What follows belongs to an exercise in optimizing a design on an open flow for small area, a short achievable clock period and few clock cycles per item; a production flow would make more cautious choices. No functional check of the RTL was part of this run.

**run.sh**
```bash
#!/bin/bash
# synth_recipe.tcl (not shown) runs the flow's synth.tcl, then flattens the netlist and writes it again
# the make line also repeats each setting of config.mk as NAME=value (left out here)
make -C /OpenROAD-flow-scripts/flow DESIGN_CONFIG=/design/flow/config.mk WORK_HOME=/design/flow/orfs CLKGATE_MAP_FILE= SYNTH_SCRIPT=/design/flow/synth_recipe.tcl finish
```
**config.mk**
```make
export PLATFORM = sky130hd
export DESIGN_NAME = perm_table_builder
export DESIGN_NICKNAME = perm_table_builder
export VERILOG_FILES = /design/flow/design.v
export SDC_FILE = /design/flow/constraint.sdc
export NUM_CORES = 8
export LEC_CHECK = 0
export CAP_MARGIN = 20
export CORE_MARGIN = 2
export CORE_UTILIZATION = 30
export PLACE_DENSITY = 0.4
export SLEW_MARGIN = 20
```
**constraint.sdc**
```tcl
create_clock -name core_clock -period 13.5 [get_ports {clk}]
set_input_delay 2.7000 -clock core_clock [delete_from_list [all_inputs] [get_ports {clk}]]
set_output_delay 2.7000 -clock core_clock [all_outputs]
set_load 0.01 [all_outputs]
```
**design.v**
```verilog
module perm_table_builder (
    input  wire        clk,
    input  wire        rst,       
    input  wire        start,     
    input  wire [63:0] seed,      
    input  wire [7:0]  rd_addr,
    output wire [7:0]  rd_data,   
    output reg         busy,
    output reg         valid
);
    localparam [63:0] GAMMA = 64'h9E3779B97F4A7C15;
    localparam [63:0] MUL1  = 64'hBF58476D1CE4E5B9;
    localparam [63:0] MUL2  = 64'h94D049BB133111EB;
    localparam [2:0] S_IDLE = 3'd0,
                     S_MIX1 = 3'd1,
                     S_MIX2 = 3'd2,
                     S_MOD  = 3'd3,
                     S_SWAP = 3'd4;
    reg [2:0]  state;
    reg [63:0] s;         
    reg [63:0] z;         
    reg [7:0]  i;         
    reg [8:0]  rem;       
    reg [6:0]  bitcnt;    
    wire [2047:0] tbl;
    wire [8:0]  divisor = {1'b0, i} + 9'd1;
    wire [63:0] s_next  = s + GAMMA;
    wire [63:0] mix1    = (s_next ^ (s_next >> 30)) * MUL1;
    wire [63:0] mix2    = (z ^ (z >> 27)) * MUL2;
    wire [63:0] r_out   = mix2 ^ (mix2 >> 31);
    wire [9:0]  rem_sh  = {rem, z[63]};
    wire [9:0]  rem_sub = rem_sh - {1'b0, divisor};
    wire [8:0]  rem_nxt = rem_sub[9] ? rem_sh[8:0] : rem_sub[8:0];
    wire [7:0]  j   = rem[7:0];
    wire [7:0]  p_i = tbl[8*i +: 8];
    wire [7:0]  p_j = tbl[8*j +: 8];
    assign rd_data = tbl[8*rd_addr +: 8];
    wire init = (state == S_IDLE) && start && !rst;
    wire swap = (state == S_SWAP) && !rst;
    genvar k;
    generate
        for (k = 0; k < 256; k = k + 1) begin : g_entry
            reg [7:0] q;
            always @(posedge clk) begin
                if (init)
                    q <= k[7:0];
                else if (swap && i == k[7:0])
                    q <= p_j;
                else if (swap && j == k[7:0])
                    q <= p_i;
            end
            assign tbl[8*k +: 8] = q;
        end
    endgenerate
    always @(posedge clk) begin
        if (rst) begin
            state  <= S_IDLE;
            busy   <= 1'b0;
            valid  <= 1'b0;
            s      <= 64'd0;
            z      <= 64'd0;
            i      <= 8'd0;
            rem    <= 9'd0;
            bitcnt <= 7'd0;
        end else begin
            case (state)
                S_IDLE: begin
                    if (start) begin
                        s     <= seed;
                        i     <= 8'd255;
                        busy  <= 1'b1;
                        valid <= 1'b0;
                        state <= S_MIX1;
                    end
                end
                S_MIX1: begin
                    s     <= s_next;
                    z     <= mix1;
                    state <= S_MIX2;
                end
                S_MIX2: begin
                    z      <= r_out;
                    rem    <= 9'd0;
                    bitcnt <= 7'd64;
                    state  <= S_MOD;
                end
                S_MOD: begin
                    rem    <= rem_nxt;
                    z      <= {z[62:0], 1'b0};
                    bitcnt <= bitcnt - 7'd1;
                    if (bitcnt == 7'd1)
                        state <= S_SWAP;
                end
                S_SWAP: begin
                    if (i == 8'd1) begin
                        busy  <= 1'b0;
                        valid <= 1'b1;
                        state <= S_IDLE;
                    end else begin
                        i     <= i - 8'd1;
                        state <= S_MIX1;
                    end
                end
                default: state <= S_IDLE;
            endcase
        end
    end
endmodule
```
==> run notes <==
- Fmax: 78.4 MHz
- Overall routing resource usage: 29.6%
- Total detailed-routing wirelength: 1,090,000 µm
- Post-synthesis cell type count: 88
- Critical Setup Path Class: flop to flop
* Routed vias: 184,000
- Counting instances, the worst hold path has a depth of 2.
- Post-route setup slack: 745 ps
* # nets final: 24,800
- The path class of the tightest hold or removal check is flop to flop.
* Hold Path Origin: bitcnt[1]
- Min-Delay Endpoint: bitcnt[1]
- Once detailed placement completed, the half-perimeter wirelength came to 790,000 µm.
- Max incr delay on CP: 640 ps
* Rel. slew slack: 10.2%
- The worst register-to-register path begins at s[0].
- Pin count of the biggest net entering global routing: 168
* Register area share after synthesis: 20.7%
- Clock latency on the worst-skew pair, taken at its later pin, is 1050 ps.
- In the synthesized netlist the dominant register cell turns out to be dfxtp_1.
* Number of flops mapped to enable cells by yosys: 0
- mux4_2 takes more of the synthesized area than any other cell.
- Setup total negative slack: 0 ps
* Final number of setup-violating endpoints: 0
- Portion of the clock cycle consumed by the worst path in the final layout: 94.5%
- Post-Synthesis Cell Area: 213,000 µm²
- Vias in the first global route: 176,000
- Number of buffers inserted during clock tree synthesis: 307
- GRT Residual Overflow: 0
* Number of instances in the synthesized netlist: 23,000
- R2R Path End: z[63]
- The count of endpoints failing hold in the final timing report is 0.
- The routed design could run at a clock period as short as 12,760 ps.
- ANT nets after route: 0
- Post-CTS repair timing setup buffer count: 0
- The final-report max-slew violation count came to 0.
- STA puts the critical path data arrival time at 13,600 ps.
- TritonCTS clock tree: built
* Capturing element type of the critical path: flop
* Fraction of synthesis flops using an asynchronous set or reset pin: 0%
* Number of nets in the synthesized netlist: 25,800
- By instance count, the cell type seen most on the critical path is fa_1.
* Average size of a mapped cell: 9.28 µm²
- The number of antenna violations at the first check in global routing came to 100.
- Clock-pin slew was measured on the worst setup and hold paths at 60 ps.
* Layout cell share with drive strength beyond 1: 13.9%
- Area of the die: 718,000 µm²
- CTS root buf: clkbuf_16
- On the final layout, the worst clock skew is 129 ps.
- The die is 847 µm tall.
- Maximum buffer depth of the clock tree: 4
- STA classifies the critical path startpoint as a flop.
- Counting flops and latches in the post-synthesis netlist gives 2,205.
- Dividing the detail-routed wire length by the instance count gives 34.3 µm.
- For this run, the number of Yosys warnings is 1.
- At the pin with the least slew margin, the transition time is 1350 ps.
- Effective utilization at floorplan: 30.1%
- Ratio of routed vias to standard cells: 5.80
* Input/output buffers: 84
* Total of max-cap violations: 0
- For the worst setup path, the data required time is 14,340 ps.
* Area growth from synthesis to layout: 9.27%
- Pre-CTS worst setup slack: 807 ps
* Number of cell rows: 309
- Worst setup slack for register-to-register paths: 740 ps
* Most frequent standard cell in the layout excluding fill and tap cells: nand2_1
- Residual DRC count: 0
* Number of clock sinks: 2,205
- Placeable Area: 708,000 µm²
* Unrepaired setup endpoints after global routing: false
- For this design, the slowest cell found on the critical path is fa_1.
* Commonest cells after routing, fill and taps aside: nand2_1 (3,558), inv_1 (2,487), dfxtp_1 (2,190), nor2_1 (2,005), mux4_2 (1,987)
- The first global-routing pass estimated 1,500,000 µm of wire.
* Detailed Routing Iterations Pass 1: 8
- Depth of the worst register-to-register path: 42
* Share of the synthesized area in the top cell type: 21.0%
* GPL Wtd Cong: 0.973
- # H-tree levels: 5
- Largest cells by area after synthesis: mux4_2 (21%), dfxtp_1 (21%), fa_1 (16%)
- Status: timing/DRC/antenna clean
* Final core utilization: 32.9%
* Crit path max fanout: 7
* Number of DRC markers in iteration 0: 20,700
- For this design the top-level I/O count stands at 85.
- Measured along the x axis, the die boundary spans 847 µm.
## through the flow
step	cell area [µm²]	hold WS [ps]	instances
4_1_cts	233000	476	31600
2_1_floorplan	213000	441	23000
3_3_place_gp	223000	454	31100
3_5_place_dp	223000	468	31100
6_report	233000	474	31700
5_1_grt	233000	507	31700
## registers in the layout, indices dropped and copies added, names as in the netlist
name and count:
g_entry.q 2048, busy 1, i 8, state 3
z 64, rem 9, bitcnt 7, s 64
valid 1
## worst max path at each step
stage / startpoint / endpoint
floorplan: s[2] / z[61]
global placement: s[33] / z[59]
detailed placement: s[0] / z[59]
CTS: s[0] / z[59]
global route: s[5] / z[59]
finish: s[0] / z[63]
## kinds of logic after synthesis
logic type / synth area share (%)
AND/OR/NAND/NOR: 11.6
AO/OA/AOI/OAI: 14.3
buffers and inverters: 8.13
adder cells (fa/ha/maj): 22.3
flip-flops: 20.7
multiplexers: 21.2
XOR/XNOR: 1.84
## repair_timing
action,CTS,global route
resized for setup,0,1
hold endpoints to repair,0,0
endpoints found under the setup margin,0,1
hold buffers,0,0
## per-layer routing
metal | vias to the layer above | wire, µm | GRT usage, %
li1 | 78300 | - | -
met1 | 95300 | 445000 | 39.2
met2 | 8670 | 491000 | 46.5
met3 | 1633 | 92400 | 6.33
met4 | 52 | 59400 | 13.3
met5 | - | 355 | 0
## cells in the mapped netlist (35+ instances only)
library cell,instances
nand2_1,3570
inv_1,2490
dfxtp_1,2205
nor2_1,2045
mux4_2,1987
o21ai_0,1860
fa_1,1682
clkbuf_1,1316
o211ai_1,1172
ha_1,1109
a21oi_1,722
a211oi_1,666
buf_2,327
xnor2_1,281
nor3_1,244
nand3_1,178
buf_1,144
xor2_1,135
a21o_1,96
a22oi_1,59
buf_4,56
a221oi_1,48
nand4_1,40
nand2b_1,37
and3_1,36
buf_6,36
mux2i_1,35
## worst max-delay path, delay by kind of cell (launching register included)
| kind | cells | cell delay (ps) |
|---|---|---|
| fa+ha+maj | 11 | 5100 |
| xor+xnor | 14 | 3930 |
| compound gates | 4 | 1200 |
| simple gates | 7 | 1170 |
| buf+inv | 6 | 830 |
| flops | 1 | 380 |
## layout make-up
class | instances | area, µm²
diodes | 73 | 183
clock buffers | 478 | 9260
clock inverters | 60 | 601
fillers | 73000 | 475000
inverters | 2500 | 9400
multi-input cells | 16400 | 153000
flip-flops and latches | 2205 | 44200
well taps | 9485 | 11900
repair buffers | 523 | 4900

## separate check: timing with driven ports
The flow's constraints put no driver on any port. The routed layout listed below was extracted and timed again, unchanged, in two steps.
Step 1, drivers: a clkbuf_16 drives clk and a buf_2 each remaining input, both assumed.
Step 2 moves the port delays by t, midway between the first and last clock arrival at a register: inputs arrive t later, outputs are due t later. That takes back most of the time a late clock gives input paths.
Three values: ideal, step 1, step 2; two values: the first two.
t (ns): 1.123
setup WS [ns]: 0.745 / 0.745 / 0.745
hold WS [ns]: 0.474 / 0.474 / 0.474
worst setup path after step 2: register to register
cell pins on the clock port's net: 1
After both steps this run still meets setup and hold. The setup slack of this run moves by 0.000 ns with the drivers and by 0.000 ns with both steps.
